From an optimization exercise on the open Yosys and OpenROAD flow, aimed at small area; shortcuts taken in it are not production practice. RTL that was checked went through simulation tests only; none was proved equivalent to the original. Function not checked in run 1: the RTL went through the layout flow alone. Power and IR drop assume default switching activity.

--- design.v ---
module rfal_tsm (
    input  wire        clk,
    input  wire        rst_n,
    input  wire        host_req,
    input  wire        host_we,
    input  wire [7:0]  host_addr,
    input  wire [31:0] host_wdata,
    output reg         host_ack,
    output reg  [31:0] host_rdata,
    output reg         fe_req,
    output reg  [3:0]  fe_op,
    output reg  [3:0]  fe_sel,
    output reg  [31:0] fe_arg,
    input  wire        fe_ack,
    input  wire [31:0] fe_rdata,
    output reg         mem_req,
    output reg         mem_we,
    output reg  [11:0] mem_addr,
    output reg  [7:0]  mem_wdata,
    input  wire        mem_ack,
    input  wire [7:0]  mem_rdata,
    output reg         pre_txrx,
    output reg         post_txrx
);
    localparam [3:0] FE_GET_IRQ   = 4'd0,  FE_IRQ_EN   = 4'd1,  FE_IRQ_DIS   = 4'd2,
                     FE_FIFO_WR   = 4'd3,  FE_FIFO_RD  = 4'd4,  FE_FIFO_STAT = 4'd5,
                     FE_CMD       = 4'd6,  FE_TMR_START= 4'd7,  FE_TMR_CHECK = 4'd8,
                     FE_TMR_STOP  = 4'd9,  FE_CONFIG   = 4'd10, FE_ANALOG    = 4'd11,
                     FE_SW_ARM    = 4'd12, FE_SW_EXP   = 4'd13, FE_DET_BR    = 4'd14,
                     FE_MEASURE   = 4'd15;
    localparam [31:0] C_SET_DEFAULT = 32'd0, C_CLEAR_FIFO = 32'd1, C_TX_WITH_CRC = 32'd2,
                      C_TX_NO_CRC   = 32'd3, C_UNMASK_RX  = 32'd4, C_FIELD_ON_CA = 32'd5,
                      C_RESET_CA    = 32'd6;
    localparam [3:0]  I_MODE = 4'd0, I_BITRATE = 4'd1, I_FLAGS = 4'd3, I_TX_LENGTH_BITS = 4'd4,
                      I_NRT_EMV_MODE = 4'd5, I_TXRX_ENABLE = 4'd6, I_LISTEN_AP2P = 4'd9,
                      I_WAKEUP_AMP = 4'd10, I_WAKEUP_PHA = 4'd11;
    localparam [3:0]  T_NRT = 4'd0, T_MRT = 4'd1, T_GPT = 4'd2;
    localparam [3:0]  SW_GT = 4'd0, SW_RXE = 4'd1, SW_APFWT = 4'd2;
    localparam integer F_WL = 0, F_RXE = 1, F_RXS = 2, F_TXE = 3, F_COL = 4, F_NRE = 5,
                       F_CRC = 6, F_PAR = 7, F_ERR2 = 8, F_ERR1 = 9, F_EON = 10, F_EOF = 11,
                       F_CAC = 12, F_CAT = 13, F_NFCT = 14, F_WAM = 15, F_WPH = 16, F_WCAP = 17;
    localparam [31:0] TXRX_IRQS = 32'h0000_0FFF;
    localparam [31:0] LM_IRQS   = 32'h0000_4EC2;
    localparam [31:0] ALL_IRQS  = 32'h0003_FFFF;
    localparam [31:0] CA_IRQS   = 32'h0000_3000;
    localparam [31:0] WU_IRQS   = 32'h0003_8000;
    localparam [3:0] S_NONE = 4'd0, S_NOMEM = 4'd1, S_BUSY = 4'd2, S_IO = 4'd3,
                     S_TIMEOUT = 4'd4, S_FRAMING = 4'd5, S_CRC = 4'd6, S_PARITY = 4'd7,
                     S_COLL = 4'd8, S_LINKLOSS = 4'd9, S_INCOMPLETE = 4'd10,
                     S_PARAM = 4'd11, S_NOTIMPL = 4'd12, S_NOTSUP = 4'd13,
                     S_WRONGSTATE = 4'd14;
    function [7:0] code_val;
        input [3:0] c;
        begin
            code_val = 8'd0;
            code_val[0] = (c == S_NOMEM) ||
                          (c == S_IO) ||
                          (c == S_FRAMING) ||
                          (c == S_CRC) ||
                          (c == S_PARITY) ||
                          (c == S_COLL) ||
                          (c == S_LINKLOSS) ||
                          (c == S_PARAM) ||
                          (c == S_NOTIMPL) ||
                          (c == S_WRONGSTATE);
            code_val[1] = (c == S_BUSY) ||
                          (c == S_IO) ||
                          (c == S_PARITY) ||
                          (c == S_PARAM) ||
                          (c == S_NOTIMPL);
            code_val[2] = (c == S_TIMEOUT) ||
                          (c == S_CRC) ||
                          (c == S_COLL) ||
                          (c == S_LINKLOSS) ||
                          (c == S_PARAM) ||
                          (c == S_NOTIMPL);
            code_val[3] = (c == S_FRAMING) ||
                          (c == S_PARITY) ||
                          (c == S_COLL) ||
                          (c == S_INCOMPLETE) ||
                          (c == S_NOTIMPL) ||
                          (c == S_NOTSUP);
            code_val[4] = (c == S_CRC) ||
                          (c == S_PARITY) ||
                          (c == S_COLL) ||
                          (c == S_NOTSUP);
            code_val[5] = (c == S_LINKLOSS) ||
                          (c == S_INCOMPLETE) ||
                          (c == S_WRONGSTATE);
        end
    endfunction
    localparam [2:0] TOP_NOTINIT = 3'd0, TOP_INIT = 3'd1, TOP_MODESET = 3'd2,
                     TOP_TXRX = 3'd3, TOP_LISTEN = 3'd4, TOP_WAKEUP = 3'd5;
    localparam [5:0] ST_IDLE = 6'h00,
                     TX_IDLE = 6'h10, TX_WAIT_GT = 6'h11, TX_WAIT_FDT = 6'h12,
                     TX_TRANSMIT = 6'h13, TX_WAIT_WL = 6'h14, TX_RELOAD_FIFO = 6'h15,
                     TX_WAIT_TXE = 6'h16, TX_DONE = 6'h17, TX_FAIL = 6'h18,
                     RX_IDLE = 6'h20, RX_WAIT_EON = 6'h21, RX_WAIT_RXS = 6'h22,
                     RX_WAIT_RXE = 6'h23, RX_READ_FIFO = 6'h24, RX_ERR_CHECK = 6'h25,
                     RX_READ_DATA = 6'h26, RX_WAIT_EOF = 6'h27, RX_DONE = 6'h28,
                     RX_FAIL = 6'h29;
    localparam [1:0] LM_NOT_INIT = 2'd0, LM_POWER_OFF = 2'd1, LM_IDLE = 2'd2;
    localparam [1:0] WU_NOT_INIT = 2'd0, WU_ENABLED = 2'd1, WU_WOKE = 2'd2;
    localparam [3:0] M_POLL_A = 4'd1, M_POLL_B = 4'd2, M_POLL_F = 4'd3,
                     M_POLL_AP2P = 4'd5, M_LISTEN_AP2P = 4'd9;
    localparam [6:0]
        P_IDLE  = 7'd0, P_ACK   = 7'd1, P_RST   = 7'd2, P_DEC   = 7'd3,
        P_CLN0  = 7'd4, P_CLN1  = 7'd5, P_CLN2  = 7'd6, P_CLNR  = 7'd7,
        P_INI0  = 7'd8, P_INI1  = 7'd9, P_INI2  = 7'd10, P_INI3  = 7'd11,
        P_INI4  = 7'd12, P_INI5  = 7'd13, P_INI6  = 7'd14, P_MOD0  = 7'd15,
        P_MOD1  = 7'd16, P_BR0   = 7'd17, P_BR1   = 7'd18, P_BR2   = 7'd19,
        P_EH    = 7'd20, P_FON0  = 7'd21, P_FON1  = 7'd22, P_FON2  = 7'd23,
        P_FON3  = 7'd24, P_FON4  = 7'd25, P_FON5  = 7'd26, P_FON6  = 7'd27,
        P_FOFF2 = 7'd28, P_ST0   = 7'd29, P_ST1   = 7'd30, P_ST2   = 7'd31,
        P_ST3   = 7'd32, P_ST4   = 7'd33, P_LS0   = 7'd34, P_LS1   = 7'd35,
        P_LS2   = 7'd36, P_LT0   = 7'd37, P_LT1   = 7'd38, P_LT2   = 7'd39,
        P_WS1   = 7'd40, P_WS3   = 7'd41, P_WS5   = 7'd42, P_WS6   = 7'd43,
        P_WS7   = 7'd44, P_WS8   = 7'd45, P_WS9   = 7'd46, P_WT0   = 7'd47,
        P_WT1   = 7'd48, P_WT2   = 7'd49, P_WT3   = 7'd50, P_WK    = 7'd51,
        P_TXGT  = 7'd52, P_TXFDT = 7'd53, P_TXPRE = 7'd54, P_TXT0  = 7'd55,
        P_TXT1  = 7'd56, P_TXT2  = 7'd57, P_TXWL  = 7'd58, P_TXE   = 7'd59,
        P_RXPRE = 7'd60, P_RXI0  = 7'd61, P_RXI1  = 7'd62, P_RXI2  = 7'd63,
        P_RXI3  = 7'd64, P_EON   = 7'd65, P_EON2  = 7'd66, P_RXS   = 7'd67,
        P_RXS2  = 7'd68, P_RXE   = 7'd69, P_RXE2  = 7'd70, P_RFF   = 7'd71,
        P_ADD   = 7'd72, P_EC1   = 7'd73, P_EC2   = 7'd74, P_EC3   = 7'd75,
        P_EC5   = 7'd76, P_EC6   = 7'd77, P_RD2   = 7'd78, P_RD2B  = 7'd79,
        P_RD3   = 7'd80, P_EOF   = 7'd81, P_LPO   = 7'd82, P_LI    = 7'd83,
        P_LI2   = 7'd84, P_LI3   = 7'd85, P_LF0   = 7'd86, P_LF1   = 7'd87,
        P_LF2   = 7'd88, P_LF3   = 7'd89, P_LF3B  = 7'd90, P_LF3C  = 7'd91,
        P_LF4   = 7'd92, P_WU    = 7'd93, P_CP    = 7'd94, P_CPMR  = 7'd95,
        P_CPFW  = 7'd96, P_CPFR  = 7'd97, P_CPMW  = 7'd98, P_CPE   = 7'd99;
    reg [6:0]  ph;
    reg [31:0] arg0, arg1, arg2, arg3, arg4, arg5;
    reg [3:0]  result;
    reg [15:0] ret0;
    reg [2:0]  top_state;
    reg [5:0]  txrx_state;
    reg [1:0]  lm_state;
    reg [1:0]  wu_state;
    reg [3:0]  status;
    reg        field_on;
    reg        eof_seen;
    reg        tx_en;           
    reg [11:0] tx_buf;
    reg [14:0] tx_len;          
    reg        rx_en;           
    reg [11:0] rx_buf;
    reg [14:0] rx_len;          
    reg [4:0]  flags;
    reg [15:0] rx_rcvd_len;
    reg [11:0] idx;             
    reg [7:0]  cnt;             
    reg [2:0]  cib;             
    reg [4:0]  ir;              
    reg [19:0] t_gt;
    reg [19:0] t_fdt_listen;
    reg [19:0] t_fdt_poll;
    reg [23:0] nrt_value;
    reg        nrt_disabled;
    reg [3:0]  mode;
    reg [1:0]  tx_br;
    reg [1:0]  rx_br;
    reg        policy;
    reg        sw_gt_armed;
    reg        sw_rxe_armed;
    reg        sw_apfwt_armed;
    reg [7:0]  lm_rx_len;       
    reg [7:0]  lm_bit_rate;
    reg        lm_data_flag;
    reg        wu_amp_en, wu_pha_en;
    reg [7:0]  dbyte;           
    wire [7:0]  opc       = host_wdata[7:0];
    wire        is_active = (mode == M_POLL_AP2P) || (mode == M_LISTEN_AP2P);
    wire        is_listen = (mode == M_LISTEN_AP2P);
    wire [31:0] wu_mask   = {15'd0, wu_pha_en, wu_amp_en, 15'd0};
    wire        in_tx     = (txrx_state[5:4] == 2'b01);
    wire        in_lm     = (top_state == TOP_LISTEN);
    wire [3:0]  status_rd = (txrx_state != ST_IDLE) ? S_BUSY : status;
    function in_bounds;
        input [31:0] a;
        input [15:0] len_bits;
        reg [16:0] e;
        begin
            e = {1'b0, a[12:0], 3'b000} + {1'b0, len_bits};
            in_bounds = (a != 32'd0) && (a[31:13] == 19'd0) && (e <= 17'h08000);
        end
    endfunction
    function legal_br;
        input [7:0] b;
        begin
            legal_br = (b[7:2] == 6'd0) || (b == 8'hFF);
        end
    endfunction
    wire        a0_big  = (arg0 > 32'd1000000);
    wire [19:0] a0_time = a0_big ? 20'd1000000 : arg0[19:0];
    wire [6:0]  fwt_adj = (mode == M_POLL_A) ? 7'd64 :
                          (mode == M_POLL_B) ? 7'd32 :
                          (mode == M_POLL_F && (rx_br == 2'd1 || rx_br == 2'd2)) ? 7'd16 : 7'd0;
    wire [24:0] nrt_sum = {1'b0, arg5[23:0]} + {18'd0, fwt_adj};
    wire        nrt_sat = (arg5[31:24] != 8'd0) || nrt_sum[24];
    wire [12:0] rl      = rx_rcvd_len[15:3];
    wire [12:0] rl_m1   = rl - 13'd1;
    wire [12:0] rd_sum  = {1'b0, idx} + {5'd0, cnt};
    wire        rl_gt_cap = (rl != 13'd0) && !({rl_m1, 3'b000} < {1'b0, rx_len});
    wire [2:0] fs_ib  = fe_rdata[10:8];
    wire       fs_mp  = fe_rdata[11];
    wire [7:0] fs_num = fe_rdata[7:0];
    wire nfca_short = !policy && (mode == M_POLL_A) && (ir[2] || ir[1]) && (fs_ib != 3'd0) &&
                      (fs_num == 8'd1) && (idx == 12'd0);
    reg  [3:0] classify;
    always @(*) begin
        if (ir[4])                       classify = S_FRAMING;      
        else if (nfca_short)             classify = S_INCOMPLETE;
        else if (ir[3] && policy)        classify = S_FRAMING;      
        else if (ir[2])                  classify = S_PARITY;
        else if (ir[1])                  classify = S_CRC;
        else if (ir[0])                  classify = S_COLL;
        else if (fs_ib != 3'd0)          classify = S_INCOMPLETE;
        else if (fs_mp)                  classify = S_FRAMING;
        else                             classify = S_NONE;
    end
    wire [2:0] bt_fs_lo = {1'b0, idx[1:0]} + {1'b0, fs_num[1:0]};
    wire emd_discard = policy && (classify != S_NONE) && (idx[11:2] == 10'd0) &&
                       (fs_num[7:2] == 6'd0) && !bt_fs_lo[2];
    wire        in_rx    = txrx_state[5];
    wire        len_more = ({idx, 3'b000} < (in_rx ? rx_len : tx_len));
    wire        tx_more  = len_more;
    wire        cp_more  = (cnt != 8'd0) && len_more &&
                           ((txrx_state != RX_READ_DATA) || ({1'b0, idx} < rl));
    wire [11:0] cp_base  = in_rx ? rx_buf : tx_buf;
    always @(*) begin
        host_ack  = (ph == P_ACK);
        pre_txrx  = (ph == P_TXPRE) || (ph == P_RXPRE);
        post_txrx = (ph == P_CLN2);
        mem_req   = (ph == P_CPMR) || (ph == P_CPMW);
        mem_we    = (ph == P_CPMW);
        mem_addr  = cp_base + idx;
        mem_wdata = dbyte;
        fe_req = (ph == P_CLN0) |
                 (ph == P_CLN1) |
                 (ph == P_INI1) |
                 (ph == P_INI2) |
                 (ph == P_INI3) |
                 (ph == P_INI4) |
                 (ph == P_INI5) |
                 (ph == P_INI6) |
                 (ph == P_MOD0) |
                 (ph == P_MOD1) |
                 (ph == P_BR0) |
                 (ph == P_BR1) |
                 (ph == P_BR2) |
                 (ph == P_EH) |
                 (ph == P_FON0) |
                 (ph == P_FON1) |
                 (ph == P_FON2) |
                 (ph == P_FON3) |
                 (ph == P_FON4) |
                 (ph == P_FON5) |
                 ((ph == P_FON6) && ((t_gt != 20'd0))) |
                 (ph == P_FOFF2) |
                 (ph == P_ST0) |
                 (ph == P_ST1) |
                 (ph == P_ST2) |
                 (ph == P_ST3) |
                 (ph == P_ST4) |
                 (ph == P_LS0) |
                 (ph == P_LS1) |
                 (ph == P_LS2) |
                 (ph == P_LT0) |
                 (ph == P_LT1) |
                 ((ph == P_WS1) && (arg0[0] && arg0[1])) |
                 ((ph == P_WS3) && (arg1[0] && arg1[1])) |
                 (ph == P_WS5) |
                 (ph == P_WS6) |
                 (ph == P_WS7) |
                 (ph == P_WS8) |
                 (ph == P_WS9) |
                 (ph == P_WT0) |
                 (ph == P_WT1) |
                 (ph == P_WT2) |
                 (ph == P_TXGT) |
                 (ph == P_TXFDT) |
                 (ph == P_TXT0) |
                 (ph == P_TXT1) |
                 (ph == P_TXT2) |
                 (ph == P_TXWL) |
                 (ph == P_TXE) |
                 (ph == P_RXI0) |
                 (ph == P_RXI1) |
                 ((ph == P_RXI2) && (!is_active && (t_fdt_poll != 20'd0))) |
                 ((ph == P_RXI3) && (is_active && !nrt_disabled)) |
                 (ph == P_EON) |
                 (ph == P_EON2) |
                 (ph == P_RXS) |
                 (ph == P_RXS2) |
                 (ph == P_RXE) |
                 (ph == P_RXE2) |
                 (ph == P_RFF) |
                 (ph == P_EC1) |
                 (ph == P_EC2) |
                 (ph == P_EC5) |
                 (ph == P_EC6) |
                 (ph == P_EOF) |
                 (ph == P_LPO) |
                 (ph == P_LI) |
                 (ph == P_LI2) |
                 (ph == P_LF0) |
                 (ph == P_LF1) |
                 (ph == P_LF2) |
                 (ph == P_LF3) |
                 (ph == P_LF4) |
                 (ph == P_WU) |
                 (ph == P_CPFW) |
                 (ph == P_CPFR);
        fe_op = ({4{(ph == P_CLN0)}} & (FE_CONFIG)) |
                 ({4{(ph == P_CLN1)}} & (FE_IRQ_DIS)) |
                 ({4{(ph == P_INI1)}} & (FE_CMD)) |
                 ({4{(ph == P_INI2)}} & (FE_IRQ_DIS)) |
                 ({4{(ph == P_INI4)}} & (FE_TMR_STOP)) |
                 ({4{(ph == P_INI5)}} & (FE_TMR_STOP)) |
                 ({4{(ph == P_INI6)}} & (FE_TMR_STOP)) |
                 ({4{(ph == P_MOD0)}} & (FE_CONFIG)) |
                 ({4{(ph == P_MOD1)}} & (FE_ANALOG)) |
                 ({4{(ph == P_BR0)}} & (FE_CONFIG)) |
                 ({4{(ph == P_BR1)}} & (FE_ANALOG)) |
                 ({4{(ph == P_BR2)}} & (FE_ANALOG)) |
                 ({4{(ph == P_EH)}} & (FE_CONFIG)) |
                 ({4{(ph == P_FON1)}} & (FE_IRQ_EN)) |
                 ({4{(ph == P_FON2)}} & (FE_CMD)) |
                 ({4{(ph == P_FON4)}} & (FE_IRQ_DIS)) |
                 ({4{(ph == P_FON5)}} & (FE_CONFIG)) |
                 ({4{(ph == P_FON6)}} & (FE_SW_ARM)) |
                 ({4{(ph == P_FOFF2)}} & (FE_CONFIG)) |
                 ({4{(ph == P_ST1)}} & (FE_IRQ_EN)) |
                 ({4{(ph == P_ST2)}} & (FE_CONFIG)) |
                 ({4{(ph == P_ST3)}} & (nrt_disabled ? FE_TMR_STOP : FE_TMR_START)) |
                 ({4{(ph == P_ST4)}} & ((t_fdt_listen != 20'd0) ? FE_TMR_START : FE_TMR_STOP)) |
                 ({4{(ph == P_LS1)}} & (FE_IRQ_EN)) |
                 ({4{(ph == P_LS2)}} & (FE_CONFIG)) |
                 ({4{(ph == P_LT0)}} & (FE_CONFIG)) |
                 ({4{(ph == P_LT1)}} & (FE_IRQ_DIS)) |
                 ({4{(ph == P_WS1)}} & (FE_MEASURE)) |
                 ({4{(ph == P_WS3)}} & (FE_MEASURE)) |
                 ({4{(ph == P_WS5)}} & (FE_CONFIG)) |
                 ({4{(ph == P_WS6)}} & (FE_CONFIG)) |
                 ({4{(ph == P_WS7)}} & (FE_CONFIG)) |
                 ({4{(ph == P_WS9)}} & (FE_IRQ_EN)) |
                 ({4{(ph == P_WT0)}} & (FE_CONFIG)) |
                 ({4{(ph == P_WT1)}} & (FE_CONFIG)) |
                 ({4{(ph == P_WT2)}} & (FE_IRQ_DIS)) |
                 ({4{(ph == P_TXGT)}} & (FE_SW_EXP)) |
                 ({4{(ph == P_TXFDT)}} & (FE_TMR_CHECK)) |
                 ({4{(ph == P_TXT0)}} & (FE_CMD)) |
                 ({4{(ph == P_TXT1)}} & (FE_CONFIG)) |
                 ({4{(ph == P_TXT2)}} & (FE_CMD)) |
                 ({4{(ph == P_RXI0)}} & (FE_CMD)) |
                 ({4{(ph == P_RXI1)}} & (FE_CMD)) |
                 ({4{(ph == P_RXI2)}} & (FE_TMR_START)) |
                 ({4{(ph == P_RXI3)}} & (FE_SW_ARM)) |
                 ({4{(ph == P_EON2)}} & (FE_SW_EXP)) |
                 ({4{(ph == P_RXS2)}} & (FE_SW_ARM)) |
                 ({4{(ph == P_RXE2)}} & (FE_SW_EXP)) |
                 ({4{(ph == P_RFF)}} & (FE_FIFO_STAT)) |
                 ({4{(ph == P_EC2)}} & (FE_FIFO_STAT)) |
                 ({4{(ph == P_EC5)}} & (FE_CMD)) |
                 ({4{(ph == P_EC6)}} & (FE_CMD)) |
                 ({4{(ph == P_LI2)}} & (FE_DET_BR)) |
                 ({4{(ph == P_LF0)}} & (FE_CMD)) |
                 ({4{(ph == P_LF1)}} & (FE_CMD)) |
                 ({4{(ph == P_LF2)}} & (FE_CMD)) |
                 ({4{(ph == P_LF3)}} & (FE_FIFO_STAT)) |
                 ({4{(ph == P_LF4)}} & (FE_CMD)) |
                 ({4{(ph == P_CPFW)}} & (FE_FIFO_WR)) |
                 ({4{(ph == P_CPFR)}} & (FE_FIFO_RD));
        fe_sel = ({4{(ph == P_CLN0)}} & (I_FLAGS)) |
                 ({4{(ph == P_INI4)}} & (T_NRT)) |
                 ({4{(ph == P_INI5)}} & (T_MRT)) |
                 ({4{(ph == P_INI6)}} & (T_GPT)) |
                 ({4{(ph == P_MOD0)}} & (I_MODE)) |
                 ({4{(ph == P_BR0)}} & (I_BITRATE)) |
                 ({4{(ph == P_EH)}} & (I_NRT_EMV_MODE)) |
                 ({4{(ph == P_FON5)}} & (I_TXRX_ENABLE)) |
                 ({4{(ph == P_FON6)}} & (SW_GT)) |
                 ({4{(ph == P_FOFF2)}} & (I_TXRX_ENABLE)) |
                 ({4{(ph == P_ST2)}} & (I_FLAGS)) |
                 ({4{(ph == P_ST3)}} & (T_NRT)) |
                 ({4{(ph == P_ST4)}} & (T_MRT)) |
                 ({4{(ph == P_LS2)}} & (I_LISTEN_AP2P)) |
                 ({4{(ph == P_LT0)}} & (I_LISTEN_AP2P)) |
                 ({4{(ph == P_WS3)}} & (4'd1)) |
                 ({4{(ph == P_WS5)}} & (I_TXRX_ENABLE)) |
                 ({4{(ph == P_WS6)}} & (I_WAKEUP_AMP)) |
                 ({4{(ph == P_WS7)}} & (I_WAKEUP_PHA)) |
                 ({4{(ph == P_WT0)}} & (I_WAKEUP_AMP)) |
                 ({4{(ph == P_WT1)}} & (I_WAKEUP_PHA)) |
                 ({4{(ph == P_TXGT)}} & (SW_GT)) |
                 ({4{(ph == P_TXFDT)}} & (T_GPT)) |
                 ({4{(ph == P_TXT1)}} & (I_TX_LENGTH_BITS)) |
                 ({4{(ph == P_RXI2)}} & (T_GPT)) |
                 ({4{(ph == P_RXI3)}} & (SW_APFWT)) |
                 ({4{(ph == P_EON2)}} & (SW_APFWT)) |
                 ({4{(ph == P_RXS2)}} & (SW_RXE)) |
                 ({4{(ph == P_RXE2)}} & (SW_RXE));
        fe_arg = ({32{(ph == P_CLN1)}} & (TXRX_IRQS)) |
                 ({32{(ph == P_INI1)}} & (C_SET_DEFAULT)) |
                 ({32{(ph == P_INI2)}} & (ALL_IRQS)) |
                 ({32{(ph == P_INI3)}} & (ALL_IRQS)) |
                 ({32{(ph == P_MOD0)}} & ({28'd0, mode})) |
                 ({32{(ph == P_MOD1)}} & ({16'h00FE, mode, 3'd0, is_listen})) |
                 ({32{(ph == P_BR0)}} & ({22'd0, new_rx[1:0], 6'd0, new_tx[1:0]})) |
                 ({32{(ph == P_BR1)}} & ({14'd0, 2'd1, 6'd0, tx_br, mode, 3'd0, is_listen})) |
                 ({32{(ph == P_BR2)}} & ({14'd0, 2'd2, 6'd0, rx_br, mode, 3'd0, is_listen})) |
                 ({32{(ph == P_EH)}} & ({31'd0, arg0[0]})) |
                 ({32{(ph == P_FON0)}} & (CA_IRQS)) |
                 ({32{(ph == P_FON1)}} & (CA_IRQS)) |
                 ({32{(ph == P_FON2)}} & (C_FIELD_ON_CA)) |
                 ({32{(ph == P_FON3)}} & (CA_IRQS)) |
                 ({32{(ph == P_FON4)}} & (CA_IRQS)) |
                 ({32{(ph == P_FON5)}} & (32'd1)) |
                 ({32{(ph == P_FON6)}} & ({12'd0, t_gt})) |
                 ({32{(ph == P_ST0)}} & (TXRX_IRQS)) |
                 ({32{(ph == P_ST1)}} & (TXRX_IRQS)) |
                 ({32{(ph == P_ST2)}} & ({27'd0, flags})) |
                 ({32{(ph == P_ST3)}} & (nrt_disabled ? 32'd0 : {8'd0, nrt_value})) |
                 ({32{(ph == P_ST4)}} & ({12'd0, t_fdt_listen})) |
                 ({32{(ph == P_LS0)}} & (LM_IRQS)) |
                 ({32{(ph == P_LS1)}} & (LM_IRQS)) |
                 ({32{(ph == P_LS2)}} & (32'd1)) |
                 ({32{(ph == P_LT1)}} & (LM_IRQS)) |
                 ({32{(ph == P_WS6)}} & ({8'd0, (arg0[0] && arg0[1]) ? dbyte : arg0[23:16], arg0[15:8], 5'd0, arg0[2:0]})) |
                 ({32{(ph == P_WS7)}} & ({8'd0, (arg1[0] && arg1[1]) ? cnt : arg1[23:16], arg1[15:8], 5'd0, arg1[2:0]})) |
                 ({32{(ph == P_WS8)}} & (wu_mask)) |
                 ({32{(ph == P_WS9)}} & (wu_mask)) |
                 ({32{(ph == P_WT2)}} & (WU_IRQS)) |
                 ({32{(ph == P_TXT0)}} & (C_CLEAR_FIFO)) |
                 ({32{(ph == P_TXT1)}} & ({17'd0, tx_len})) |
                 ({32{(ph == P_TXT2)}} & (flags[0] ? C_TX_NO_CRC : C_TX_WITH_CRC)) |
                 ({32{(ph == P_TXWL)}} & (32'h9)) |
                 ({32{(ph == P_TXE)}} & (32'h9)) |
                 ({32{(ph == P_RXI0)}} & (C_CLEAR_FIFO)) |
                 ({32{(ph == P_RXI1)}} & (C_UNMASK_RX)) |
                 ({32{(ph == P_RXI2)}} & ({12'd0, t_fdt_poll})) |
                 ({32{(ph == P_RXI3)}} & ({8'd0, nrt_value})) |
                 ({32{(ph == P_EON)}} & (32'h0000_0420)) |
                 ({32{(ph == P_RXS)}} & ({20'd0, is_active, 5'd0, 6'h24})) |
                 ({32{(ph == P_RXS2)}} & (32'd10)) |
                 ({32{(ph == P_RXE)}} & ({20'd0, is_active, 9'd0, 2'h3})) |
                 ({32{(ph == P_EC1)}} & (32'h0000_03D0)) |
                 ({32{(ph == P_EC5)}} & (C_CLEAR_FIFO)) |
                 ({32{(ph == P_EC6)}} & (C_UNMASK_RX)) |
                 ({32{(ph == P_EOF)}} & (32'h0000_0800)) |
                 ({32{(ph == P_LPO)}} & (32'h0000_0400)) |
                 ({32{(ph == P_LI)}} & (LM_IRQS & ~32'h400)) |
                 ({32{(ph == P_LF0)}} & (C_CLEAR_FIFO)) |
                 ({32{(ph == P_LF1)}} & (C_RESET_CA)) |
                 ({32{(ph == P_LF2)}} & (C_UNMASK_RX)) |
                 ({32{(ph == P_LF4)}} & (C_CLEAR_FIFO)) |
                 ({32{(ph == P_WU)}} & (wu_mask)) |
                 ({32{(ph == P_CPFW)}} & ({24'd0, dbyte}));
    end
    wire [7:0] br_tx_in = opc[0] ? arg0[7:0]  : arg0[15:8];
    wire [7:0] br_rx_in = opc[0] ? arg0[15:8] : arg0[23:16];
    wire [7:0] new_tx   = (br_tx_in != 8'hFF) ? br_tx_in : {6'd0, tx_br};
    wire [7:0] new_rx   = (br_rx_in != 8'hFF) ? br_rx_in : {6'd0, rx_br};
    wire       rd_ok = (host_addr[1:0] == 2'b00) && (host_addr[7:6] == 2'b00);
    wire [3:0] ra    = host_addr[5:2];
    always @(*) begin
        host_rdata = ({32{rd_ok && ra == 4'h1}} & {24'd0, code_val(result)}) |
                     ({32{rd_ok && ra == 4'h2}} & arg0) |
                     ({32{rd_ok && ra == 4'h3}} & arg1) |
                     ({32{rd_ok && ra == 4'h4}} & arg2) |
                     ({32{rd_ok && ra == 4'h5}} & arg3) |
                     ({32{rd_ok && ra == 4'h6}} & arg4) |
                     ({32{rd_ok && ra == 4'h7}} & arg5) |
                     ({32{rd_ok && ra == 4'h8}} & {24'd0, code_val(status_rd)}) |
                     ({32{rd_ok && ra == 4'h9}} & {10'd0, lm_data_flag, field_on, 2'd0, wu_state,
                                                   2'd0, lm_state, 1'b0, top_state, 2'd0,
                                                   txrx_state}) |
                     ({32{rd_ok && ra == 4'hA}} & {16'd0, rx_rcvd_len}) |
                     ({32{rd_ok && ra == 4'hB}} & {21'd0, lm_rx_len, 3'b000}) |
                     ({32{rd_ok && ra == 4'hC}} & {24'd0, lm_bit_rate}) |
                     ({32{rd_ok && ra == 4'hD}} & {16'd0, ret0});
    end
    wire txv      = (arg0 != 32'd0) && (arg1[15:0] != 16'd0);
    wire st_param = (arg1[31:16] != 16'd0) || (arg3[31:16] != 16'd0) || (arg4[31:5] != 27'd0);
    wire st_bad   = (!txv && (arg2 == 32'd0)) ||
                    ((arg0 != 32'd0) && !in_bounds(arg0, arg1[15:0])) ||
                    ((arg2 != 32'd0) && !in_bounds(arg2, arg3[15:0]));
    wire txrx_busy = (txrx_state != ST_IDLE);
    reg [3:0] dec_code;
    reg       dec_done;
    always @(*) begin
        dec_code = S_NONE;
        dec_done = 1'b0;
        if (host_wdata[31:8] != 24'd0) dec_code = S_PARAM;
        else case (opc)
            8'h01, 8'h09, 8'h0B, 8'h11, 8'h13: ;
            8'h02: begin
                if (arg0[31:24] != 8'd0 || arg0[7:0] > 8'd9 ||
                    !legal_br(arg0[15:8]) || !legal_br(arg0[23:16]))  dec_code = S_PARAM;
                else if (top_state == TOP_NOTINIT)                    dec_code = S_WRONGSTATE;
                else if (arg0[3:0] == 4'd0)                           dec_code = S_PARAM;
                else if ((arg0[3:0] >= 4'd6 && arg0[3:0] <= 4'd8) || arg0[3:0] == 4'd4)
                                                                      dec_code = S_NOTSUP;
                else if (txrx_busy)                                   dec_code = S_WRONGSTATE;
            end
            8'h03: begin
                if (arg0[31:16] != 16'd0 || !legal_br(arg0[7:0]) || !legal_br(arg0[15:8]))
                                                                      dec_code = S_PARAM;
                else if (top_state < TOP_MODESET || txrx_busy)        dec_code = S_WRONGSTATE;
            end
            8'h04, 8'h05, 8'h06: dec_done = 1'b1;
            8'h07: if (arg0[31:1] != 31'd0)                           dec_code = S_PARAM;
            8'h08: if (top_state < TOP_MODESET)                       dec_code = S_WRONGSTATE;
            8'h0A: begin
                if (st_param)                                         dec_code = S_PARAM;
                else if (top_state < TOP_MODESET || txrx_busy)        dec_code = S_WRONGSTATE;
                else if (st_bad)                                      dec_code = S_PARAM;
                else if (!txv && !is_listen && !field_on)             dec_code = S_WRONGSTATE;
            end
            8'h0C: begin
                dec_code = status_rd;
                dec_done = 1'b1;
            end
            8'h0D, 8'h0E:                                             dec_code = S_NOTIMPL;
            8'h10: begin
                if (arg0[31:4] != 28'd0 || arg3[31:16] != 16'd0)      dec_code = S_PARAM;
                else if (top_state == TOP_NOTINIT || txrx_busy || top_state == TOP_WAKEUP)
                                                                      dec_code = S_WRONGSTATE;
                else if (arg0[3:0] == 4'd0)                           dec_code = S_PARAM;
                else if (arg0[2:0] != 3'd0)                           dec_code = S_NOTSUP;
                else if (!in_bounds(arg2, arg3[15:0]))                dec_code = S_PARAM;
            end
            8'h12: begin
                if (arg0[7:3] != 5'd0 || arg0[31:24] != 8'd0 ||
                    arg1[7:3] != 5'd0 || arg1[31:24] != 8'd0 ||
                    arg2[7:3] != 5'd0 || arg2[31:24] != 8'd0)         dec_code = S_PARAM;
                else if (top_state == TOP_NOTINIT || txrx_busy || top_state == TOP_LISTEN)
                                                                      dec_code = S_WRONGSTATE;
                else if (arg2[0] && (arg0[0] || arg1[0]))             dec_code = S_PARAM;
                else if (arg2[0])                                     dec_code = S_NOTIMPL;
                else if (!arg0[0] && !arg1[0])                        dec_code = S_PARAM;
            end
            default:                                                  dec_code = S_PARAM;
        endcase
        if (dec_code != S_NONE) dec_done = 1'b1;
    end
    wire [15:0] rd_bits = (cib != 3'd0 && rl != 13'd0) ? {rl_m1, cib} : {rl, 3'b000};
    task finish;
        begin
            ph <= P_ACK;
        end
    endtask
    task rx_fail;
        input [3:0] code;
        begin
            status      <= code;
            rx_rcvd_len <= {1'b0, idx, 3'b000};
            txrx_state  <= RX_FAIL;
            ph          <= P_WK;
        end
    endtask
    wire step = fe_ack || mem_ack || !(fe_req || mem_req);
    always @(posedge clk) begin
        if (!rst_n) begin
            ph <= P_RST;
        end else begin
            case (ph)
            P_IDLE: begin
                if (host_req) begin
                    if (!host_we) ph <= P_ACK;
                    else if (host_addr == 8'h00) ph <= P_DEC;
                    else begin
                        ph <= P_ACK;
                        if (host_addr[1:0] == 2'b00) case (host_addr[7:2])
                            6'h02: arg0 <= host_wdata;
                            6'h03: arg1 <= host_wdata;
                            6'h04: arg2 <= host_wdata;
                            6'h05: arg3 <= host_wdata;
                            6'h06: arg4 <= host_wdata;
                            6'h07: arg5 <= host_wdata;
                            default: ;
                        endcase
                    end
                end
            end
            P_ACK: ph <= P_IDLE;
            P_RST, P_INI0: begin
                top_state      <= (ph == P_RST) ? TOP_NOTINIT : TOP_INIT;
                txrx_state     <= ST_IDLE;
                lm_state       <= LM_NOT_INIT;
                wu_state       <= WU_NOT_INIT;
                status         <= S_NONE;
                field_on       <= 1'b0;
                t_gt           <= 20'd0;
                t_fdt_listen   <= 20'd0;
                t_fdt_poll     <= 20'd0;
                mode           <= 4'd0;
                tx_br          <= 2'd0;
                rx_br          <= 2'd0;
                policy         <= 1'b0;
                sw_gt_armed    <= 1'b0;
                sw_rxe_armed   <= 1'b0;
                sw_apfwt_armed <= 1'b0;
                lm_data_flag   <= 1'b0;
                lm_rx_len      <= 8'd0;
                lm_bit_rate    <= 8'hFF;
                rx_rcvd_len    <= 16'd0;
                ret0           <= 16'd0;
                result         <= S_NONE;
                ph             <= (ph == P_RST) ? P_IDLE : P_INI1;
            end
            P_CLN2: begin
                sw_rxe_armed   <= 1'b0;
                sw_apfwt_armed <= 1'b0;
                ph             <= P_CLNR;
            end
            P_CLNR: begin
                if (!opc[3]) ph <= P_INI0;
                else begin
                    if (!opc[1]) status <= S_IO;
                    else if (txrx_state == TX_DONE || txrx_state == RX_DONE) status <= S_NONE;
                    txrx_state <= ST_IDLE;
                    ph         <= opc[1] ? P_ACK : P_FOFF2;
                end
            end
            P_DEC: begin
                result <= dec_code;
                if (host_wdata[31:8] == 24'd0) case (opc)
                    8'h04: t_fdt_poll   <= a0_time;
                    8'h05: t_fdt_listen <= a0_time;
                    8'h06: t_gt         <= a0_time;
                    8'h0C: ret0         <= rx_rcvd_len;
                    default: ;
                endcase
                if (dec_done) ph <= P_ACK;
                else case (opc)
                    8'h01: ph <= txrx_busy ? P_CLN0 : P_INI0;
                    8'h02: begin
                        mode <= arg0[3:0];
                        ph   <= P_MOD0;
                    end
                    8'h03: ph <= P_BR0;
                    8'h07: begin
                        policy <= arg0[0];
                        ph     <= P_EH;
                    end
                    8'h08: ph <= field_on ? P_FON6 : P_FON0;
                    8'h09: ph <= txrx_busy ? P_CLN0 : P_FOFF2;
                    8'h0A: begin
                        tx_en        <= txv;
                        tx_buf       <= arg0[11:0];
                        tx_len       <= arg1[14:0];
                        rx_en        <= (arg2 != 32'd0);
                        rx_buf       <= arg2[11:0];
                        rx_len       <= arg3[14:0];
                        flags        <= arg4[4:0];
                        status       <= S_BUSY;
                        top_state    <= TOP_TXRX;
                        rx_rcvd_len  <= 16'd0;
                        sw_rxe_armed   <= 1'b0;
                        sw_apfwt_armed <= 1'b0;
                        nrt_disabled <= (arg5 == 32'hFFFF_FFFF);
                        nrt_value    <= nrt_sat ? 24'hFF_FFFF : nrt_sum[23:0];
                        ph           <= P_ST0;
                    end
                    8'h0B: ph <= P_WK;
                    8'h10: begin
                        tx_buf       <= arg2[11:0];
                        tx_len       <= arg3[14:0];
                        lm_rx_len    <= 8'd0;
                        lm_bit_rate  <= 8'hFF;
                        lm_data_flag <= 1'b0;
                        ph           <= P_LS0;
                    end
                    8'h11: ph <= (top_state == TOP_LISTEN) ? P_LT0 : P_LT2;
                    8'h12: begin
                        wu_amp_en <= arg0[0];
                        wu_pha_en <= arg1[0];
                        ph        <= P_WS1;
                    end
                    default: ph <= (top_state == TOP_WAKEUP) ? P_WT0 : P_WT3;    
                endcase
            end
            P_INI6, P_BR2, P_EH, P_ST4, P_LS2, P_WS9, P_EC6, P_LF2, P_LF4, P_LPO, P_WU,
            P_FON6, P_FOFF2, P_RXI3, P_TXT2: if (step) begin
                case (ph)
                    P_ST4:   txrx_state <= tx_en ? TX_IDLE : RX_IDLE;
                    P_LS2: begin
                        lm_state  <= LM_POWER_OFF;
                        top_state <= TOP_LISTEN;
                    end
                    P_WS9: begin
                        wu_state  <= WU_ENABLED;
                        top_state <= TOP_WAKEUP;
                    end
                    P_LF4:   lm_data_flag <= 1'b1;
                    P_LPO:   if (fe_rdata[F_EON]) lm_state <= LM_IDLE;
                    P_WU:    if ((fe_rdata[16:15] & {wu_pha_en, wu_amp_en}) != 2'b00)
                                 wu_state <= WU_WOKE;
                    P_FON6:  if (fe_req) sw_gt_armed <= 1'b1;
                    P_FOFF2: begin
                        field_on    <= 1'b0;
                        sw_gt_armed <= 1'b0;
                    end
                    P_RXI3: begin
                        if (fe_req) sw_apfwt_armed <= 1'b1;
                        txrx_state <= is_active ? RX_WAIT_EON : RX_WAIT_RXS;
                    end
                    P_TXT2:  txrx_state <= tx_more ? TX_WAIT_WL : TX_WAIT_TXE;
                    default: ;
                endcase
                finish;
            end
            P_MOD1: if (fe_ack) begin
                top_state <= TOP_MODESET;
                ph        <= P_BR0;
            end
            P_BR0: if (fe_ack) begin
                tx_br <= new_tx[1:0];
                rx_br <= new_rx[1:0];
                ph    <= P_BR1;
            end
            P_FON3: if (fe_ack && (fe_rdata[13:12] != 2'b00)) begin
                ir[0] <= fe_rdata[F_CAC];
                ph    <= P_FON4;
            end
            P_FON4: if (fe_ack) begin
                if (ir[0]) begin
                    result <= S_COLL;
                    finish;
                end else begin
                    field_on <= 1'b1;
                    ph       <= P_FON5;
                end
            end
            P_LT0: if (fe_ack) begin
                top_state <= TOP_INIT;
                ph        <= P_LT1;
            end
            P_LT2: begin
                lm_state     <= LM_NOT_INIT;
                lm_data_flag <= 1'b0;
                lm_rx_len    <= 8'd0;
                lm_bit_rate  <= 8'hFF;
                finish;
            end
            P_WS1: if (step) begin
                dbyte <= fe_rdata[7:0];
                ph    <= P_WS3;
            end
            P_WS3: if (step) begin
                cnt <= fe_rdata[7:0];
                ph  <= P_WS5;
            end
            P_WS5: if (fe_ack) begin
                field_on <= 1'b0;
                ph       <= P_WS6;
            end
            P_WT1: if (fe_ack) begin
                top_state <= TOP_INIT;
                ph        <= P_WT2;
            end
            P_WT3: begin
                wu_state <= WU_NOT_INIT;
                finish;
            end
            P_WK: begin
                case (top_state)
                    TOP_TXRX: begin
                        case (txrx_state)
                            TX_IDLE: txrx_state <= TX_WAIT_GT;
                            TX_WAIT_GT: begin
                                if (sw_gt_armed) ph <= P_TXGT;
                                else txrx_state <= TX_WAIT_FDT;
                            end
                            TX_WAIT_FDT: begin
                                if (!is_active && t_fdt_poll != 20'd0) ph <= P_TXFDT;
                                else txrx_state <= TX_TRANSMIT;
                            end
                            TX_TRANSMIT: ph <= P_TXPRE;
                            TX_WAIT_WL:  ph <= P_TXWL;
                            TX_RELOAD_FIFO: begin
                                cnt <= 8'd16;
                                ph  <= P_CP;
                            end
                            TX_WAIT_TXE: ph <= P_TXE;
                            TX_DONE: begin
                                if (!rx_en) ph <= P_CLN0;
                                else begin
                                    txrx_state <= RX_IDLE;
                                    finish;
                                end
                            end
                            TX_FAIL, RX_DONE, RX_FAIL: ph <= P_CLN0;
                            RX_IDLE: begin
                                idx      <= 12'd0;
                                eof_seen <= 1'b0;
                                ph       <= tx_en ? P_RXI2 : P_RXPRE;
                            end
                            RX_WAIT_EON:  ph <= P_EON;
                            RX_WAIT_RXS:  ph <= P_RXS;
                            RX_WAIT_RXE:  ph <= P_RXE;
                            RX_READ_FIFO: ph <= P_RFF;
                            RX_ERR_CHECK: ph <= P_EC1;
                            RX_READ_DATA: begin
                                rx_rcvd_len <= {rd_sum, 3'b000};
                                ph          <= P_RD2;
                            end
                            RX_WAIT_EOF: begin
                                if (eof_seen) txrx_state <= RX_DONE;
                                else ph <= P_EOF;
                            end
                            default: finish;
                        endcase
                    end
                    TOP_LISTEN: begin
                        if (lm_state == LM_POWER_OFF) ph <= P_LPO;
                        else if (lm_state == LM_IDLE && !lm_data_flag) ph <= P_LI;
                        else finish;
                    end
                    TOP_WAKEUP: begin
                        if (wu_state == WU_ENABLED) ph <= P_WU;
                        else finish;
                    end
                    default: finish;
                endcase
            end
            P_TXGT: if (fe_ack) begin
                if (!fe_rdata[0]) finish;
                else begin
                    sw_gt_armed <= 1'b0;
                    txrx_state  <= TX_WAIT_FDT;
                    ph          <= P_WK;
                end
            end
            P_TXFDT: if (fe_ack) begin
                if (fe_rdata[1:0] == 2'd2) finish;
                else begin
                    txrx_state <= TX_TRANSMIT;
                    ph         <= P_WK;
                end
            end
            P_TXT1: if (fe_ack) begin
                idx <= 12'd0;
                cnt <= 8'd32;
                ph  <= P_CP;
            end
            P_TXWL: if (fe_ack) begin
                if (fe_rdata[3] == 1'b0 && fe_rdata[0] == 1'b0) finish;
                else begin
                    if (fe_rdata[F_WL] && !fe_rdata[F_TXE]) txrx_state <= TX_RELOAD_FIFO;
                    else begin
                        status     <= S_IO;
                        txrx_state <= TX_FAIL;
                    end
                    ph <= P_WK;
                end
            end
            P_TXE: if (fe_ack) begin
                if (fe_rdata[F_TXE]) begin
                    txrx_state <= TX_DONE;
                    ph         <= P_WK;
                end else finish;
            end
            P_EON: if (fe_ack) begin
                if (fe_rdata[F_EON]) begin
                    txrx_state <= RX_WAIT_RXS;
                    finish;
                end else if (fe_rdata[F_NRE]) rx_fail(S_TIMEOUT);
                else if (sw_apfwt_armed) ph <= P_EON2;
                else finish;
            end
            P_EON2: if (fe_ack) begin
                if (fe_rdata[0]) rx_fail(S_TIMEOUT);
                else finish;
            end
            P_RXS: if (fe_ack) begin
                if (!fe_rdata[F_RXS] && !fe_rdata[F_NRE] && !(is_active && fe_rdata[F_EOF]))
                    finish;
                else if (fe_rdata[F_RXS]) begin
                    eof_seen     <= is_active && fe_rdata[F_EOF];
                    sw_rxe_armed <= 1'b1;
                    txrx_state   <= RX_WAIT_RXE;
                    ph           <= P_RXS2;
                end else if (is_active && fe_rdata[F_EOF]) rx_fail(S_LINKLOSS);
                else rx_fail(S_TIMEOUT);
            end
            P_RXS2: if (fe_ack) ph <= P_WK;
            P_RXE: if (fe_ack) begin
                if (is_active && fe_rdata[F_EOF]) eof_seen <= 1'b1;
                if (fe_rdata[F_RXE]) begin
                    sw_rxe_armed <= 1'b0;
                    txrx_state   <= RX_ERR_CHECK;
                    ph           <= P_WK;
                end else if (eof_seen || (is_active && fe_rdata[F_EOF])) rx_fail(S_LINKLOSS);
                else if (fe_rdata[F_WL]) begin
                    txrx_state <= RX_READ_FIFO;
                    ph         <= P_WK;
                end else if (sw_rxe_armed) ph <= P_RXE2;
                else finish;
            end
            P_RXE2: if (fe_ack) begin
                if (fe_rdata[0]) rx_fail(S_FRAMING);
                else finish;
            end
            P_RFF: if (fe_ack) begin
                cnt <= fe_rdata[7:0];
                ph  <= P_CP;
            end
            P_EC1: if (fe_ack) begin
                ir <= {fe_rdata[F_ERR1], fe_rdata[F_ERR2], fe_rdata[F_PAR], fe_rdata[F_CRC],
                       fe_rdata[F_COL]};
                ph <= P_EC2;
            end
            P_EC2: if (fe_ack) begin
                cnt <= fe_rdata[7:0];
                cib <= fe_rdata[10:8];
                if (nfca_short) begin
                    ph <= P_CP;
                end else if (emd_discard) ph <= P_EC5;
                else begin
                    if (classify != S_NONE) status <= classify;
                    txrx_state <= RX_READ_DATA;
                    ph         <= P_WK;
                end
            end
            P_EC5: if (fe_ack) begin
                idx          <= 12'd0;
                sw_rxe_armed <= 1'b0;
                txrx_state   <= RX_WAIT_RXS;
                ph           <= P_EC6;
            end
            P_RD2: begin
                if (!flags[1] && rl > 13'd2) begin
                    rx_rcvd_len[15:3] <= rl_m1;
                    ph <= P_RD2B;
                end else ph <= P_CP;
            end
            P_RD2B: begin
                rx_rcvd_len[15:3] <= rl_m1;
                ph <= P_CP;
            end
            P_EOF: if (fe_ack) begin
                if (fe_rdata[F_EOF]) begin
                    txrx_state <= RX_DONE;
                    ph         <= P_WK;
                end else finish;
            end
            P_LI: if (fe_ack) begin
                ir[0] <= fe_rdata[F_RXE];
                ir[1] <= fe_rdata[F_PAR] || fe_rdata[F_CRC] || fe_rdata[F_ERR1];
                ir[2] <= fe_rdata[F_EOF];
                ph    <= fe_rdata[F_NFCT] ? P_LI2 : P_LI3;
            end
            P_LI2: if (fe_ack) begin
                lm_bit_rate <= fe_rdata[7:0];
                ph          <= P_LI3;
            end
            P_LI3: begin
                if (ir[0]) ph <= ir[1] ? P_LF0 : P_LF3;
                else begin
                    if (ir[2]) lm_state <= LM_POWER_OFF;
                    finish;
                end
            end
            P_LF3: if (fe_ack) begin
                cnt <= fe_rdata[7:0];
                idx <= 12'd0;
                ph  <= P_LF3B;
            end
            P_LF3B: begin
                if (cnt > 8'd2) begin
                    cnt <= cnt - 8'd1;
                    ph  <= P_LF3C;
                end else ph <= P_CP;
            end
            P_LF3C: begin
                cnt <= cnt - 8'd1;
                ph  <= P_CP;
            end
            P_CP: begin
                if (!cp_more) ph <= P_CPE;
                else if (in_tx) ph <= P_CPMR;
                else ph <= P_CPFR;
            end
            P_CPMR: if (mem_ack) begin
                dbyte <= mem_rdata;
                ph    <= P_CPFW;
            end
            P_CPFR: if (fe_ack) begin
                dbyte <= fe_rdata[7:0];
                ph    <= P_CPMW;
            end
            P_CPFW, P_CPMW: if (fe_ack || mem_ack) begin
                idx <= idx + 12'd1;
                cnt <= cnt - 8'd1;
                ph  <= P_CP;
            end
            P_CPE: begin
                if (in_lm) begin
                    lm_rx_len <= idx[7:0];
                    ph        <= P_LF4;
                end else case (txrx_state)
                    TX_TRANSMIT: ph <= P_TXT2;
                    TX_RELOAD_FIFO: begin
                        txrx_state <= tx_more ? TX_WAIT_WL : TX_WAIT_TXE;
                        finish;
                    end
                    RX_READ_FIFO: begin
                        if (cnt != 8'd0) begin      
                            status      <= S_NOMEM;
                            rx_rcvd_len <= {1'b0, idx, 3'b000};
                            txrx_state  <= RX_FAIL;
                            ph          <= P_WK;
                        end else begin
                            txrx_state <= RX_WAIT_RXE;
                            finish;
                        end
                    end
                    RX_ERR_CHECK: begin           
                        rx_rcvd_len <= {13'd0, cib};
                        status      <= S_INCOMPLETE;
                        txrx_state  <= RX_FAIL;
                        ph          <= P_WK;
                    end
                    default: begin                
                        rx_rcvd_len <= rd_bits;
                        if (rl_gt_cap && status == S_BUSY) status <= S_NOMEM;
                        txrx_state <= (status != S_BUSY || rl_gt_cap) ? RX_FAIL :
                                      (is_active ? RX_WAIT_EOF : RX_DONE);
                        ph         <= P_WK;
                    end
                endcase
            end
            default: if (step) ph <= ph + 7'd1;
            endcase
        end
    end
endmodule
--- flow/run.sh ---
#!/bin/bash
# Layout flow: the standard flow (standard.sh) with one change in synthesis:
# ABC maps the logic with an area-recovering script (flow/abc_area.script) and
# adders are left to ABC instead of fixed full/half-adder cells. Registers,
# flattening and renaming are the standard synthesis's (synth_recipe.tcl).
set -euo pipefail
WORK=$(pwd)

# synthesis script: synth_recipe.tcl with ABC's -script argument swapped
{
  cat <<'TCL'
proc abc {args} {
  set i [lsearch -exact $args -script]
  if {$i >= 0} { lset args [expr {$i + 1}] $::env(FLOW_ABC_SCRIPT) }
  puts "abc (area script): $args"
  yosys abc {*}$args
}
TCL
  cat "$WORK/synth_recipe.tcl"
} > "$WORK/area_synth.tcl"
export FLOW_ABC_SCRIPT="$WORK/flow/abc_area.script"

# standard.sh with the synthesis script and the adder map replaced
sed -e "s#SYNTH_SCRIPT=[^ ]*synth_recipe.tcl#SYNTH_SCRIPT=$WORK/area_synth.tcl ADDER_MAP_FILE=#" \
    "$WORK/standard.sh" > "$WORK/area_standard.sh"
grep -q "area_synth.tcl ADDER_MAP_FILE=" "$WORK/area_standard.sh"

# port buffers: the smallest buffer cell (every port still gets its own buffer)
export BUFFER_PORTS_ARGS="-buffer_cell sky130_fd_sc_hd__buf_1"
# clock tree: larger sink clusters under clkbuf_16 buffers, no dummy balancing loads
export CTS_ARGS="-sink_clustering_enable -repair_clock_nets -buf_list sky130_fd_sc_hd__clkbuf_16 -sink_clustering_size 20 -sink_clustering_max_diameter 80 -dont_use_dummy_load"

bash "$WORK/area_standard.sh" synth > "$WORK/synth.log" 2>&1
bash "$WORK/area_standard.sh" > "$WORK/layout.log" 2>&1
--- flow/abc_area.script ---
strash
&get -n
&st
&deepsyn -T 90
&nf -a -p
&put
--- standard.sh ---
#!/bin/bash
# synth_recipe.tcl (not shown) runs the flow's synth.tcl, then flattens the netlist and writes it again
# the make line also repeats each setting of config.mk as NAME=value (left out here)
make -C /OpenROAD-flow-scripts/flow DESIGN_CONFIG=/design/flow/config.mk WORK_HOME=/design/flow/orfs CLKGATE_MAP_FILE= SYNTH_SCRIPT=/design/flow/synth_recipe.tcl "${@:-finish}"
--- config.mk ---
export PLATFORM = sky130hd
export DESIGN_NAME = rfal_tsm
export DESIGN_NICKNAME = rfal_tsm
export VERILOG_FILES = /design/flow/design.v
export SDC_FILE = /design/flow/constraint.sdc
export NUM_CORES = 4
export LEC_CHECK = 0
export CAP_MARGIN = 20
export CORE_MARGIN = 2
export CORE_UTILIZATION = 50
export SLEW_MARGIN = 20
--- constraint.sdc ---
create_clock -name core_clock -period 12.0 [get_ports {clk}]
set_input_delay 2.4000 -clock core_clock [delete_from_list [all_inputs] [get_ports {clk}]]
set_output_delay 2.4000 -clock core_clock [all_outputs]
set_load 0.01 [all_outputs]
==> impl_metrics.toml, run 1 <==
[outcome]
status = "no timing/DRC/antenna violations"

[setup_path]
critPathKind = "flip-flop to output port"
cp-end-kind = "output port"
path_max_fanout = 29
cp.required_ns = 9.60
cp.arrival_ns = 5.26
worstSetupStartpointType = "flip-flop"

[detailed_routing]
vias = 25300
ant_nets = 0
drcViolationCount = 0
drt_iter0_markers = 5072
routed_wl_mm = 124
dr.pass1.iters = 11
via_per_inst = 7.55
wl_per_cell_um = 36.9

[yosys]
synth_top_area_frac = 0.543
syn_inst = 2396
ys_ff_latch = 467
synth_area_um2 = 25400
synth-compound-area-share = 0.179
synthArstFlopShare = 0
synth.yosys.warnings = 1
yosysTopAreaCell = "edfxtp_1"
synth_seq_area_share = 0.549
avgSynthCellArea_um2 = 10.6
synth_edf_count = 460
synth-simple-area-share = 0.215
synth.area.mux_share = 0.0221
yosys.cell_types.count = 68
yosys.cell_count.top_type = "edfxtp_1"
synth_common_cells = "edfxtp_1, nand2_1, nor2_1"
synth_ff_type = "edfxtp_1"
synth_top_family_by_area = "simple AND/OR/NAND/NOR gates"
synthTopCellsByArea = "edfxtp_1, nand2_1, nor2_1"
yosys.area_share.adder = 0.00315
synth-xor-area-share = 0.0241

[die]
chipHeight_um = 229
start_util = 0.507
core-area_um2 = 50200
rows = 82
ios = 184
die_area_um2 = 52700
die_x_um = 229

[clocking]
cts_resized = 0
root_buffer = "clkbuf_16"
cts_buffer_depth = 3
cts_hold_repair.buffers = 0
cts.clk_slew.worst_paths_ns = 0.07
cts_setup_buffers = 0
clkLatencyLatePin_ns = 0.60
cts_buffers = 36
tritoncts = "built"
htree_levels = 2
cts_sinks = 467

[worst_hold_path]
min_path_type = "flip-flop to flip-flop"

[placement]
port_buffers = 160
dp_cells = 3302
hpwl_mm = 92.2
dpl_worst_slack_ns = 4.85
gp_congestion = 1.05

[sta]
fmax_mhz = 131
post-route-period-util = 0.638
finalHoldViolCount = 0
finalSetupViolations = 0
slew_viol_final = 0
min_period_ns = 7.66
slew_headroom = 0.111
max_slew.worst_pin.slew_ns = 1.30
clock_skew_ns = 0.0830
tns_ns = 0
fin_ws_ns = 4.34
rsz0062_at_grt = "false"

[grt]
grt_pass1_wl_mm = 173
grtUsageTotal = 0.459
grt_pass1_vias = 23500
antenna_found_initial = 12
grt-ovfl-total = 0
grt_max_degree = 40

[power]
p_per_area_nw_per_um2 = 153
irDropWorstVdd_mv = 0.172
leakage_nw = 9.06

[cells_and_area]
fin_cells = 3347
drive_gt1_frac = 0.0525
area_delta_synth_final_pct = 12.1
fin_nets = 2756

[flow_run]
max_cap_viol_count = 0
==> power by group <==
group          switching, W  total [W]  internal [W]
logic              0.000745    0.00103      0.000282
clock network      0.000568    0.00110      0.000531
registers          0.000225    0.00224       0.00201
total               0.00154    0.00437       0.00283
==> per-layer routing <==
layer  GRT usage  wire length [µm]  up-vias
met5           0               123        -
met4       0.303             10100       14
met3       0.133             17800      585
met2       0.673             52300     2254
met1       0.594             43300    12300
li1            -                 -    10200
==> cells in the final DEF (no fill, tap or decap), drive strengths merged, types with 74 or more instances in the layout <==
master / netlist / layout
a21oi: 98 / 98
a22oi: 118 / 118
buf: 8 / 237
edfxtp: 460 / 460
nand2: 272 / 272
nand3: 92 / 92
nor2: 265 / 265
nor3: 96 / 96
nor4: 74 / 74
o21ai: 126 / 126
==> worst paths after layout <==
path	slack [ns]	to	startpoint	cells past startpoint
setup / recovery	4.34	mem_addr[11]	txrx_state[5]$_DFFE_PP_	18
hold / removal	0.41	flags[1]$_DFFE_PP_	arg4[1]$_DFFE_PP_	0
hold reg to reg	0.41	flags[1]$_DFFE_PP_	arg4[1]$_DFFE_PP_	0
setup reg to reg	5.88	ph[5]$_SDFFE_PN0P_	ph[0]$_SDFFE_PN0P_	12
==> registers in the layout, summed over array words and instances (netlist names), 12 cells and up <==
signal and count:
idx 12, t_gt 20, tx_buf 12, arg1 32
arg0 32, tx_len 15, rx_len 15, nrt_value 24
ret0 16, arg3 32, arg4 32, arg2 32
t_fdt_listen 20, rx_buf 12, rx_rcvd_len 16, t_fdt_poll 20
arg5 32
==> layout make-up <==
type | count | area (µm²)
inverters | 34 | 128
clock buffers | 36 | 901
fillers | 4303 | 21700
repair buffers | 237 | 1200
diodes | 7 | 17.5
multi-input cells | 1894 | 11500
well taps | 672 | 841
flip-flops and latches | 467 | 14000
==> cells by family (layout without fill, tap and decap cells) <==
kind of cell | after synthesis | in the layout
AOI/OAI and AO/OA | 646 | 646
xor gates and xnor gates | 70 | 70
adders and majority gates | 8 | 8
buffers and inverters | 42 | 307
DFF | 467 | 467
muxes | 52 | 52
other | 1 | 15
and+or+nand+nor | 1110 | 1110
==> through the flow <==
| step | hold slack [ns] | power (W) | instance area [µm²] | util |
|---|---|---|---|---|
| 5_1_grt | 0.429 | 0.00445 | 28500 | 0.568 |
| 6_report | 0.406 | 0.00437 | 28500 | 0.568 |
| 2_1_floorplan | 0.426 | 0.00270 | 25400 | - |
| 3_5_place_dp | 0.433 | 0.00322 | 27500 | 0.549 |
| 4_1_cts | 0.405 | 0.00428 | 28400 | 0.567 |
| 3_3_place_gp | 0.428 | 0.00321 | 27500 | 0.549 |
==> worst max-delay path, stage by stage, from the launching register on <==
cell and delay [ns]:
edfxtp_1 0.32, buf_4 0.42, mux2i_1 0.49, nor2_1 0.13, maj3_1 0.42, o21a_1 0.24
nor2_1 0.13, or3_1 0.13, o21ai_0 0.12, o21a_1 0.24, o21a_1 0.20, nor2_1 0.09
a21oi_1 0.07, maj3_1 0.42, maj3_1 0.41, maj3_1 0.38, xnor2_1 0.17, xnor2_1 0.13
buf_1 0.16
==> run 2, diff against run 1 <==
--- a/design.v
+++ b/design.v
@@ -199,8 +199,10 @@
     wire [24:0] nrt_sum = {1'b0, arg5[23:0]} + {18'd0, fwt_adj};
     wire        nrt_sat = (arg5[31:24] != 8'd0) || nrt_sum[24];
     wire [12:0] rl      = rx_rcvd_len[15:3];
-    wire [12:0] rl_m1   = rl - 13'd1;
-    wire [12:0] rd_sum  = {1'b0, idx} + {5'd0, cnt};
+    wire        add_wk  = (ph == P_WK);
+    wire [12:0] add_out = (add_wk ? {1'b0, idx} : rl) + (add_wk ? {5'd0, cnt} : 13'h1FFF);
+    wire [12:0] rl_m1   = add_out;
+    wire [12:0] rd_sum  = add_out;
     wire        rl_gt_cap = (rl != 13'd0) && !({rl_m1, 3'b000} < {1'b0, rx_len});
     wire [2:0] fs_ib  = fe_rdata[10:8];
     wire       fs_mp  = fe_rdata[11];
--- a/flow/run.sh
+++ b/flow/run.sh
@@ -27,8 +27,8 @@
 
 # port buffers: the smallest buffer cell (every port still gets its own buffer)
 export BUFFER_PORTS_ARGS="-buffer_cell sky130_fd_sc_hd__buf_1"
-# clock tree: larger sink clusters under clkbuf_16 buffers, no dummy balancing loads
-export CTS_ARGS="-sink_clustering_enable -repair_clock_nets -buf_list sky130_fd_sc_hd__clkbuf_16 -sink_clustering_size 20 -sink_clustering_max_diameter 80 -dont_use_dummy_load"
+# clock tree: larger sink clusters under clkbuf_8 buffers, no dummy balancing loads
+export CTS_ARGS="-sink_clustering_enable -repair_clock_nets -buf_list sky130_fd_sc_hd__clkbuf_8 -sink_clustering_size 12 -sink_clustering_max_diameter 60 -dont_use_dummy_load"
 
 bash "$WORK/area_standard.sh" synth > "$WORK/synth.log" 2>&1
 bash "$WORK/area_standard.sh" > "$WORK/layout.log" 2>&1
==> flow/abc_area.script (replaced) <==
strash
&get -n
&st
&deepsyn -T 240
&nf -a -p
&put
==> impl_metrics.toml, run 2 <==
[outcome]
status = "no timing/DRC/antenna violations"

[yosys]
synth_edf_count = 460
synth-xor-area-share = 0.0224
synth-simple-area-share = 0.206
synth.area.mux_share = 0.0244
ys_ff_latch = 467
yosys.cell_types.count = 72
synth_area_um2 = 25400
synthArstFlopShare = 0
yosysTopAreaCell = "edfxtp_1"
yosys.area_share.adder = 0.0102
synth_top_family_by_area = "simple AND/OR/NAND/NOR gates"
synth_top_area_frac = 0.544
syn_inst = 2376
synth_common_cells = "edfxtp_1, nand2_1, nor2_1"
synth_seq_area_share = 0.549
avgSynthCellArea_um2 = 10.7
synth_ff_type = "edfxtp_1"
synth.yosys.warnings = 1
synthTopCellsByArea = "edfxtp_1, nand2_1, nor2_1"
synth-compound-area-share = 0.179
yosys.cell_count.top_type = "edfxtp_1"

[die]
die_area_um2 = 52600
ios = 184
die_x_um = 229
rows = 82
chipHeight_um = 229
core-area_um2 = 50200
start_util = 0.506

[clocking]
cts_buffers = 50
tritoncts = "built"
cts_sinks = 467
cts_buffer_depth = 3
cts_setup_buffers = 0
cts_resized = 0
htree_levels = 2
root_buffer = "clkbuf_8"
cts_hold_repair.buffers = 0
clkLatencyLatePin_ns = 0.70
cts.clk_slew.worst_paths_ns = 0.09

[sta]
slew_viol_final = 0
rsz0062_at_grt = "false"
min_period_ns = 8.43
finalSetupViolations = 0
fin_ws_ns = 3.57
max_slew.worst_pin.slew_ns = 1.14
post-route-period-util = 0.703
tns_ns = 0
clock_skew_ns = 0.112
finalHoldViolCount = 0
fmax_mhz = 119
slew_headroom = 0.237

[power]
irDropWorstVdd_mv = 0.129
total_power_w = 0.00452
p_per_area_nw_per_um2 = 160
leakage_nw = 8.95

[setup_path]
path_max_fanout = 30
critPathKind = "flip-flop to output port"
worstSetupStartpointType = "flip-flop"
cp.required_ns = 9.60
cp-end-kind = "output port"
cp.arrival_ns = 6.03

[detailed_routing]
drt_iter0_markers = 4657
via_per_inst = 7.62
wl_per_cell_um = 38.0
ant_nets = 0
vias = 25500
routed_wl_mm = 127
dr.pass1.iters = 7
drcViolationCount = 0

[placement]
dpl_worst_slack_ns = 4.09
hpwl_mm = 95.8
gp_congestion = 1.06
port_buffers = 160
dp_cells = 3287

[grt]
antenna_found_initial = 5
grt_pass1_wl_mm = 176
grt_max_degree = 34
grt-ovfl-total = 0
grtUsageTotal = 0.471
grt_pass1_vias = 23700

[cells_and_area]
mostFrequentLayoutCell = "edfxtp_1"
final_cell_mix = "edfxtp_1, nand2_1, nor2_1, buf_1, o21ai_0"
area_delta_synth_final_pct = 11.3
drive_gt1_frac = 0.0600
fin_cells = 3341
fin_nets = 2754

[flow_run]
max_cap_viol_count = 0

[worst_hold_path]
min_path_type = "flip-flop to flip-flop"
## run 2: through the flow
step                      utilization  hold slack (ns)  area, µm²
after floorplan                     -            0.425      25400
after global placement          0.549            0.501      27500
after detailed placement        0.549            0.521      27600
after CTS                       0.563            0.511      28200
after global routing            0.564            0.496      28300
final                           0.564            0.528      28300
## run 2: kinds of logic after synthesis
family | Yosys count
compound gates | 649
xor+xnor | 65
fa+ha+maj | 26
buf+inv | 52
flops | 467
mux | 58
other cells | 1
simple gates | 1058
## run 2: path summary, 6_finish.rpt
check / startpoint / endpoint / slack (ns) / depth (start not counted)
hold / removal: arg3[2]$_DFFE_PP_ / rx_len[2]$_DFFE_PP_ / 0.53 / 0
setup reg to reg: ph[1]$_SDFFE_PN1P_ / txrx_state[1]$_DFFE_PP_ / 4.85 / 17
setup / recovery: txrx_state[5]$_DFFE_PP_ / mem_addr[11] / 3.57 / 18
hold reg to reg: arg3[2]$_DFFE_PP_ / rx_len[2]$_DFFE_PP_ / 0.53 / 0
## run 2: layout make-up
cell class,count,area [µm²]
Fill cell,4292,21900
Sequential cell,467,14000
Multi-Input combinational cell,1864,11400
Timing Repair Buffer,241,1220
Tap cell,672,841
Clock buffer,50,688
Inverter,44,165
Antenna cell,3,7.51
## run 2: critical path, stage by stage, from the launching register on
cell,delay [ns]
edfxtp_1,0.33
buf_4,0.43
mux2_1,0.48
maj3_1,0.40
or2_0,0.25
a21boi_0,0.16
o21a_1,0.25
maj3_1,0.41
maj3_1,0.41
maj3_1,0.40
nor2_1,0.10
a21oi_1,0.07
nor2_1,0.15
a21oi_1,0.11
maj3_1,0.42
maj3_1,0.38
xor2_1,0.23
xnor2_1,0.15
buf_1,0.18
## run 2: power breakdown
part           switching, W  internal [W]
Clock              0.000552      0.000368
Combinational       0.00100      0.000362
Sequential         0.000221       0.00201
Total               0.00178       0.00274
## run 2: metal layers
layer | global-route usage | share of wire
met1 | 0.591 | 0.34
met2 | 0.702 | 0.42
met3 | 0.138 | 0.14
met4 | 0.323 | 0.090
met5 | 0 | 0.00020

[re-timing with driven ports]
The flow's constraints put no driver on any port. The routed layouts listed below were extracted and timed again, unchanged, in two steps. Step 1 assumes that a clkbuf_16 drives the clock port and a buf_2 every other input. Step 2 times the ports against the registers' clock, not the clock port: input delays grow and output delays shrink by t, the midpoint of the rising clock arrivals with the driver on. a / b / c = no drivers / after step 1 / after step 2; a / b = the first two.
run | t (ns) | setup WS [ns] | worst setup path at the end | slew at the worst register clock pin (ns) | cell pins on the clock port's net
run 1 | 0.621 | 4.345 / 4.285 / 4.650 | input to register | 0.09 / 0.09 | 1
run 2 | 0.701 | 3.568 / 3.509 / 3.899 | input to output | 0.09 / 0.09 | 1
After both steps every run listed still meets setup and hold.
